This design comes from an exercise in tuning for small area, a short achievable clock period and few clock cycles on the open sky130 flow, not from production work.
Where RTL was checked, it was by simulation tests only, not by an equivalence proof against the original.
Power figures rest on the tool's default switching activity, not on a simulated workload.

==> willow <==
Design csb, start of the top module:
module csb (
    input  wire        clk,
    input  wire        rst,                
    input  wire        lockstep_strict,    
    input  wire        req_valid,
    output wire        req_ready,
    input  wire [31:0] req_word,
    output reg         rsp_valid,
    output reg  [2:0]  rsp_code,
    output reg  [15:0] rsp_data,
    output reg         mem_valid,
    output reg         mem_we,
    output wire [1:0]  mem_dev,
    output reg  [15:0] mem_addr,
    output wire [7:0]  mem_wdata,
    input  wire        mem_ready,
    input  wire [7:0]  mem_rdata,
    output wire        ntf_valid,
    output wire [1:0]  ntf_ext,
    output wire [4:0]  ntf_kind,
    output wire        ntf_level,
    output wire        log_valid,
    output wire [1:0]  log_inst,
    output wire [4:0]  log_kind,
    output wire        log_level
);
make LEC_CHECK=0 CAP_MARGIN=20 CORE_MARGIN=2 CORE_UTILIZATION=40 PLACE_DENSITY=0.6 SLEW_MARGIN=20 finish   # period 7.0 ns
run.sh (not shown) runs the stock make flow with config.mk's settings and CLKGATE_MAP_FILE= SYNTH_SCRIPT=/design/flow/synth_recipe.tcl, a recipe that flattens the netlist after the stock synthesis.
==> pepper: changes against willow <==
--- a/flow/design.v
+++ b/flow/design.v
@@ -99,12 +99,13 @@
                 default: ;
             endcase
         end
     endfunction
     reg [15:0] bar_expected;
     reg [15:0] bar_pending;
+    reg        bar_pzero;         
     reg [15:0] bar_blocked;
     reg [14:0] clk_rate;          
     reg        clk_running;
     reg [17:0] clk_tod;
     reg [2:0]  clk_targets;       
     reg [7:0]  bus_prev;          
@@ -116,18 +117,22 @@
     reg [15:0] ff_state;
     reg [15:0] dff_in;
     reg [15:0] dff_out;
     reg [3:0]  and_in1, and_in2;
     reg [7:0]  wand_l1, wand_l2;
     wire bus_init = cpu_set & vic_set & color_set;
+    reg        rdy;               
     reg        wv;                
     reg [31:0] w;
     reg [2:0]  w_sc;              
     reg        w_acc;             
+    reg [15:0] cs;                
+    reg        cs_stale;          
     reg        m_vic;             
     reg        m_col;             
+    reg  [1:0] m_dev;
     reg        round_busy;        
     reg [1:0]  round_n;
     reg        round_lvl;
     reg        ev_ntf, ev_log;
     reg [1:0]  ev_idx;
     reg [4:0]  ev_kind;
@@ -138,37 +143,34 @@
     assign ntf_level = ev_lvl;
     assign log_valid = ev_log;
     assign log_inst  = ev_idx;
     assign log_kind  = ev_kind;
     assign log_level = ev_lvl;
     assign mem_wdata = bus_prev;
-    assign mem_dev   = m_col ? 2'd2 :
-                       {1'b0, mem_addr[15:12] == 4'hD &&
-                              (mem_we ? cpu_wr3 : (m_vic ? vic_rd2 : cpu_rd2))};
+    assign mem_dev   = m_dev;
+    assign req_ready = rdy;
     wire m_first   = m_vic & ~m_col;                      
     wire m_done    = mem_valid & mem_ready & ~m_first;    
     wire mem_free  = ~mem_valid | m_done;
-    assign req_ready = ~wv | (~w_acc & ~mem_valid & ~round_busy);
-    wire   acc       = req_valid & req_ready;
-    wire exec   = wv & ~w_acc & ~mem_valid & ~round_busy;
+    wire acc       = req_valid & rdy;
+    wire exec   = wv & ~w_acc & ~mem_valid & ~round_busy & ~cs_stale;
     wire iss_w  = wv & w_acc & mem_free & ~round_busy;
     wire [5:0]  opc    = w[31:26];
     wire [3:0]  inst   = w[21:18];
     wire        view   = w[25];
-    wire        aec    = w[24];
-    wire [7:0]  value  = w[23:16];
     wire [7:0]  byte_v = w[7:0];
     wire [4:0]  kind   = w[12:8];
     wire        level  = w[0];
     wire        line   = w[8];
     wire ok_s   = (w_sc == 3'd0);
     wire is_bar = (opc == OP_ANNOUNCE) | (opc == OP_WAIT);
     wire blk    = is_bar & bar_blocked[inst];
     wire is_mem = (opc == OP_STORE) | (opc == OP_LOAD);
     wire fault  = is_mem & ~bus_init;
-    wire do_op  = exec & ok_s & ~blk & ~fault;
+    wire ex_ok  = ok_s & ~blk & ~fault;
+    wire do_op  = exec & ex_ok;
     function do_is;
         input [5:0] o;
         do_is = do_op && (opc == o);
     endfunction
     wire set_cpu = do_is(OP_SETCPU);
     wire set_vic = do_is(OP_SETVIC);
@@ -184,16 +186,23 @@
     endfunction
     wire in_acc  = is_access(req_word) & bus_init_n;
     wire round_start;
     wire iss_in  = acc & in_acc & mem_free & ~round_busy & ~round_start;
     wire issue   = iss_in | iss_w;
     wire [31:0] iw = iss_w ? w : req_word;        
-    wire [15:0] cs     = ctr_counter[inst[2:0]];
+    wire iw_st   = (iw[31:26] == OP_STORE);
+    wire iw_tbl  = iw_st ? cpu_wr3_n : (iw[25] ? vic_rd2_n : cpu_rd2_n);
+    wire [2:0]  cs_sel = rdy ? req_word[20:18] : w[20:18];
+    wire        w_wr_ctr = (opc == OP_CTR_WHI) | (opc == OP_CTR_CLK);
+    wire        in_rd_ctr = (req_word[31:26] == OP_CTR_CLK) | (req_word[31:27] == 5'b01110);
     wire [15:0] cs_dec = cs - 16'd1;
-    wire pend_zero = (bar_pending == 16'd0);
-    wire tick_en   = do_is(OP_TICK) & clk_running & (~lockstep_strict | pend_zero);
+    wire        whi_nr  = (opc == OP_CTR_WHI) & ~rst;
+    wire [15:0] cdec_nr = cs_dec & {16{~rst}};
+    wire [7:0]  lat_in  = rst ? 8'hFF : byte_v;
+    wire [7:0]  cnt_hi  = whi_nr ? byte_v : cdec_nr[15:8];
+    wire tick_en   = do_is(OP_TICK) & clk_running & (~lockstep_strict | bar_pzero);
     wire tod_zero  = (clk_tod == 18'd1);
     wire tod_mid   = (clk_tod == TOD_MID + 18'd1);
     wire tod_edge  = tick_en & (tod_zero | tod_mid);
     wire edge_lvl  = tod_zero;
     function [1:0] tgt_len;
         input [2:0] id;
@@ -226,13 +235,15 @@
                 3'b111:  round_ev = {2'b10, 2'd2, K_IRQ, l & and_in2[3] & and_in2[2]};
                 3'b101:  round_ev = {2'b01, 2'd1, K_TOD, l};
                 default: round_ev = {2'b10, r[1:0], K_TOD, l};
             endcase
         end
     endfunction
-    assign round_start = tod_edge & (tgt_len(clk_targets) > 2'd1);
+    wire [1:0] tlen = tgt_len(clk_targets);
+    assign round_start = tod_edge & (tlen > 2'd1);
+    wire round_last = round_busy & (round_n + 2'd1 == tlen);
     reg [3:0] an_in1, an_in2;    
     reg [9:0] an_ev;
     always @(*) begin
         an_in1 = and_in1;
         an_in2 = and_in2;
         an_ev  = {2'b01, inst[1:0], kind, level};
@@ -268,13 +279,13 @@
         endcase
     end
     reg [15:0] ex_data;
     always @(*) begin
         ex_data = 16'd0;
         case (opc)
-            OP_ALLFIN:   ex_data = {15'd0, pend_zero};
+            OP_ALLFIN:   ex_data = {15'd0, bar_pzero};
             OP_GETRATE:  ex_data = {1'b0, clk_rate};
             OP_LOAD:     ex_data = view ? {4'd0, bus_prev[3:0], 8'hFF} : 16'h00FF;
             OP_ISINIT:   ex_data = {15'd0, bus_init};
             OP_CTR_ZERO: ex_data = {15'd0, cs == 16'd0};
             OP_CTR_READ: ex_data = cs;
             OP_FF_GET:   ex_data = {15'd0, ff_state[inst]};
@@ -284,27 +295,24 @@
         endcase
     end
     wire [2:0] ex_code = !ok_s ? w_sc : blk ? 3'd5 : fault ? 3'd6 : 3'd0;
     genvar g;
     generate
         for (g = 0; g < 8; g = g + 1) begin : g_ctr
-            wire sel = (inst[2:0] == g);
+            wire sel    = (inst[2:0] == g);
+            wire ld_llo = rst | (sel & do_is(OP_CTR_WLO));
+            wire ld_lhi = rst | (sel & do_is(OP_CTR_WHI));
+            wire ld_cnt = rst | (sel & ((do_is(OP_CTR_WHI) & ~ctr_dec[g]) |
+                                        (do_is(OP_CTR_CLK) &  ctr_dec[g])));
+            wire ld_dec = rst | (sel & do_is(OP_CTR_DEC));
+            wire [7:0] cnt_lo = whi_nr ? ctr_latch[g][7:0] : cdec_nr[7:0];
             always @(posedge clk) begin
-                if (rst) begin
-                    ctr_counter[g] <= 16'h0000;
-                    ctr_latch[g]   <= 16'hFFFF;
-                    ctr_dec[g]     <= 1'b0;
-                end else if (sel) begin
-                    if (do_is(OP_CTR_WLO)) ctr_latch[g][7:0] <= byte_v;
-                    if (do_is(OP_CTR_WHI)) begin
-                        ctr_latch[g][15:8] <= byte_v;
-                        if (!ctr_dec[g]) ctr_counter[g] <= {byte_v, ctr_latch[g][7:0]};
-                    end
-                    if (do_is(OP_CTR_DEC)) ctr_dec[g] <= w[0];
-                    if (do_is(OP_CTR_CLK) && ctr_dec[g]) ctr_counter[g] <= cs_dec;
-                end
+                if (ld_llo) ctr_latch[g][7:0]  <= lat_in;
+                if (ld_lhi) ctr_latch[g][15:8] <= lat_in;
+                if (ld_cnt) ctr_counter[g]     <= {cnt_hi, cnt_lo};
+                if (ld_dec) ctr_dec[g]         <= w[0] & ~rst;
             end
         end
         for (g = 0; g < 16; g = g + 1) begin : g_ff
             wire sel = (inst == g);
             always @(posedge clk) begin
                 if (rst) begin
@@ -335,48 +343,60 @@
                     if (!line) wand_l1[g] <= level;
                     else       wand_l2[g] <= level;
                 end
             end
         end
     endgenerate
-    wire [1:0] tlen = tgt_len(clk_targets);
+    wire wv_n         = acc ? ~iss_in : (wv & ~exec & ~iss_w);
+    wire w_acc_n      = acc ? in_acc : w_acc;
+    wire mem_valid_n  = issue | (mem_valid & ~m_done);
+    wire round_busy_n = round_busy ? ~round_last : (round_start & ~rst);
+    wire cs_stale_n   = acc & exec & w_wr_ctr & (w[20:18] == req_word[20:18]) & in_rd_ctr;
     always @(posedge clk) begin
         if (acc) begin
             w    <= req_word;
             w_sc <= static_code(req_word);
         end
+        cs <= ctr_counter[cs_sel];
         if (mem_free) begin
             mem_addr <= iw[15:0];
-            mem_we   <= (iw[31:26] == OP_STORE);
+            mem_we   <= iw_st;
             m_vic    <= iw[25];
             m_col    <= 1'b0;
-        end else if (mem_ready && m_first)
+            m_dev    <= {1'b0, iw[15:12] == 4'hD && iw_tbl};
+        end else if (mem_ready && m_first) begin
             m_col    <= 1'b1;
-        rsp_code <= mem_valid ? 3'd0 : ex_code;
-        rsp_data <= !mem_valid ? (ok_s & ~blk & ~fault ? ex_data : 16'd0) :
+            m_dev    <= 2'd2;
+        end
+        rsp_code <= (mem_valid | round_busy) ? 3'd0 : ex_code;
+        rsp_data <= round_busy ? 16'd0 :
+                    !mem_valid ? (ex_ok ? ex_data : 16'd0) :
                     mem_we     ? 16'd0 :
                     m_col      ? {4'd0, mem_rdata[3:0], bus_prev} :
                                  {8'd0, mem_rdata};
         if (exec && do_is(OP_AND_NTF))
             {ev_idx, ev_kind, ev_lvl} <= an_ev[7:0];
         else if (round_busy)
             {ev_idx, ev_kind, ev_lvl} <= round_ev(clk_targets, round_n, round_lvl);
         else
             {ev_idx, ev_kind, ev_lvl} <= round_ev(clk_targets, 2'd0, edge_lvl);
         if (rst) begin
+            rdy         <= 1'b1;
             wv          <= 1'b0;
             w_acc       <= 1'b0;
+            cs_stale    <= 1'b0;
             mem_valid   <= 1'b0;
             rsp_valid   <= 1'b0;
             ev_ntf      <= 1'b0;
             ev_log      <= 1'b0;
             round_busy  <= 1'b0;
             round_n     <= 2'd0;
             round_lvl   <= 1'b0;
             bar_expected <= 16'd0;
             bar_pending  <= 16'd0;
+            bar_pzero    <= 1'b1;
             clk_rate     <= 15'h0100;
             clk_running  <= 1'b0;
             clk_tod      <= TOD_RELOAD;
             clk_targets  <= 3'd0;
             bus_prev     <= 8'h00;
             cpu_rd2      <= 1'b0;
@@ -385,58 +405,54 @@
             cpu_set      <= 1'b0;
             vic_set      <= 1'b0;
             color_set    <= 1'b0;
             and_in1      <= 4'hF;
             and_in2      <= 4'hF;
         end else begin
-            if (acc) begin
-                wv    <= ~iss_in;
-                w_acc <= in_acc;
-            end else if (exec | iss_w)
-                wv    <= 1'b0;
-            if (issue)
-                mem_valid <= 1'b1;
-            else if (m_done)
-                mem_valid <= 1'b0;
-            if (issue && iw[31:26] == OP_STORE)
+            wv         <= wv_n;
+            w_acc      <= w_acc_n;
+            cs_stale   <= cs_stale_n;
+            mem_valid  <= mem_valid_n;
+            round_busy <= round_busy_n;
+            rdy        <= ~wv_n | (~w_acc_n & ~mem_valid_n & ~round_busy_n & ~cs_stale_n);
+            if (issue && iw_st)
                 bus_prev <= iw[23:16];
             else if (mem_valid && mem_ready && !mem_we && !m_col)
                 bus_prev <= mem_rdata;
-            rsp_valid <= m_done | (exec & ~tod_edge) | (exec & tod_edge & (tlen < 2'd2)) |
-                         (round_busy & (round_n + 2'd1 == tlen));
+            rsp_valid <= m_done | (exec & ~round_start) | round_last;
             ev_ntf <= 1'b0;
             ev_log <= 1'b0;
             if (exec && do_is(OP_AND_NTF)) begin
                 ev_ntf <= an_ev[9];
                 ev_log <= an_ev[8];
                 and_in1 <= an_in1;
                 and_in2 <= an_in2;
             end else if (round_busy) begin
                 {ev_ntf, ev_log} <= round_ev(clk_targets, round_n, round_lvl) >> 8;
                 round_n <= round_n + 2'd1;
-                if (round_n + 2'd1 == tlen)
-                    round_busy <= 1'b0;
             end else if (tod_edge && tlen != 2'd0) begin
                 {ev_ntf, ev_log} <= round_ev(clk_targets, 2'd0, edge_lvl) >> 8;
-                round_busy <= round_start;
                 round_n    <= 2'd1;
                 round_lvl  <= edge_lvl;
                 if (clk_targets == 3'd2)
                     and_in1[0] <= edge_lvl;
                 if (clk_targets == 3'd4) begin
                     and_in1[0] <= edge_lvl;
                     and_in1[3] <= edge_lvl;
                     and_in1[2] <= edge_lvl & and_in2[3];
                 end
             end
             if (do_is(OP_ANNOUNCE))
                 bar_expected <= bar_expected + 16'd1;
-            if (do_is(OP_RELEASE) || tick_en)
+            if (do_is(OP_RELEASE) || tick_en) begin
                 bar_pending <= bar_expected;
-            else if (do_is(OP_WAIT) && !pend_zero)
+                bar_pzero   <= (bar_expected == 16'd0);
+            end else if (do_is(OP_WAIT) && !bar_pzero) begin
                 bar_pending <= bar_pending - 16'd1;
+                bar_pzero   <= (bar_pending == 16'd1);
+            end
             if (do_is(OP_START)) clk_running <= 1'b1;
             if (do_is(OP_STOP))  clk_running <= 1'b0;
             if (tick_en)
                 clk_tod <= tod_zero ? TOD_RELOAD : clk_tod - 18'd1;
             if (do_is(OP_SETRATE))
                 clk_rate <= w[15] ? 15'h0100 : w[14:0];
--- a/flow/config.mk
+++ b/flow/config.mk
@@ -6,7 +6,8 @@
 export NUM_CORES = 4
 export LEC_CHECK = 0
 export CAP_MARGIN = 20
 export CORE_MARGIN = 2
 export CORE_UTILIZATION = 40
 export PLACE_DENSITY = 0.6
+export SETUP_SLACK_MARGIN = 4.0
 export SLEW_MARGIN = 20
==> notes <==
willow finished with timing, DRC and antenna clean. pepper ran to the end with no violations.
Of pepper and willow, willow has the higher critical path depth (gap 7).
Combinational power: pepper is larger than willow (about 30%).
Of pepper and willow, willow has the higher global-route usage (gap 2.8 points).
Against willow, the clock-buffer cell count of pepper is lower by 4.
Testbench counts of pepper, summed over its fixed seeds: cycles 33,084.
Only the layout flow was run in willow; the RTL was not checked for function there.

[static timing again, ports no longer ideal]
The results above use ideal ports. As a check the final layouts listed here were re-extracted and re-timed, cells and wires unchanged. Step 1: set_driving_cell puts a clkbuf_16 on clk and a buf_2 on each other input, an assumption about the parent block. Step 2 also shifts input and output timing later by t, the mid clock arrival at the registers, as if the neighbouring blocks saw the same clock. a / b / c = no drivers / after step 1 / after step 2; a / b = the first two.
run	t (ns)	setup slack, ns	worst data-port slew with drivers (ns)
willow	0.663	2.106 / 2.106 / 2.106	0.05
pepper	0.662	3.957 / 3.971 / 3.332	0.06
After both steps every run listed still meets setup and hold. The setup slack of pepper, which loses most, moves by +0.014 ns with the drivers and by -0.625 ns with both steps.
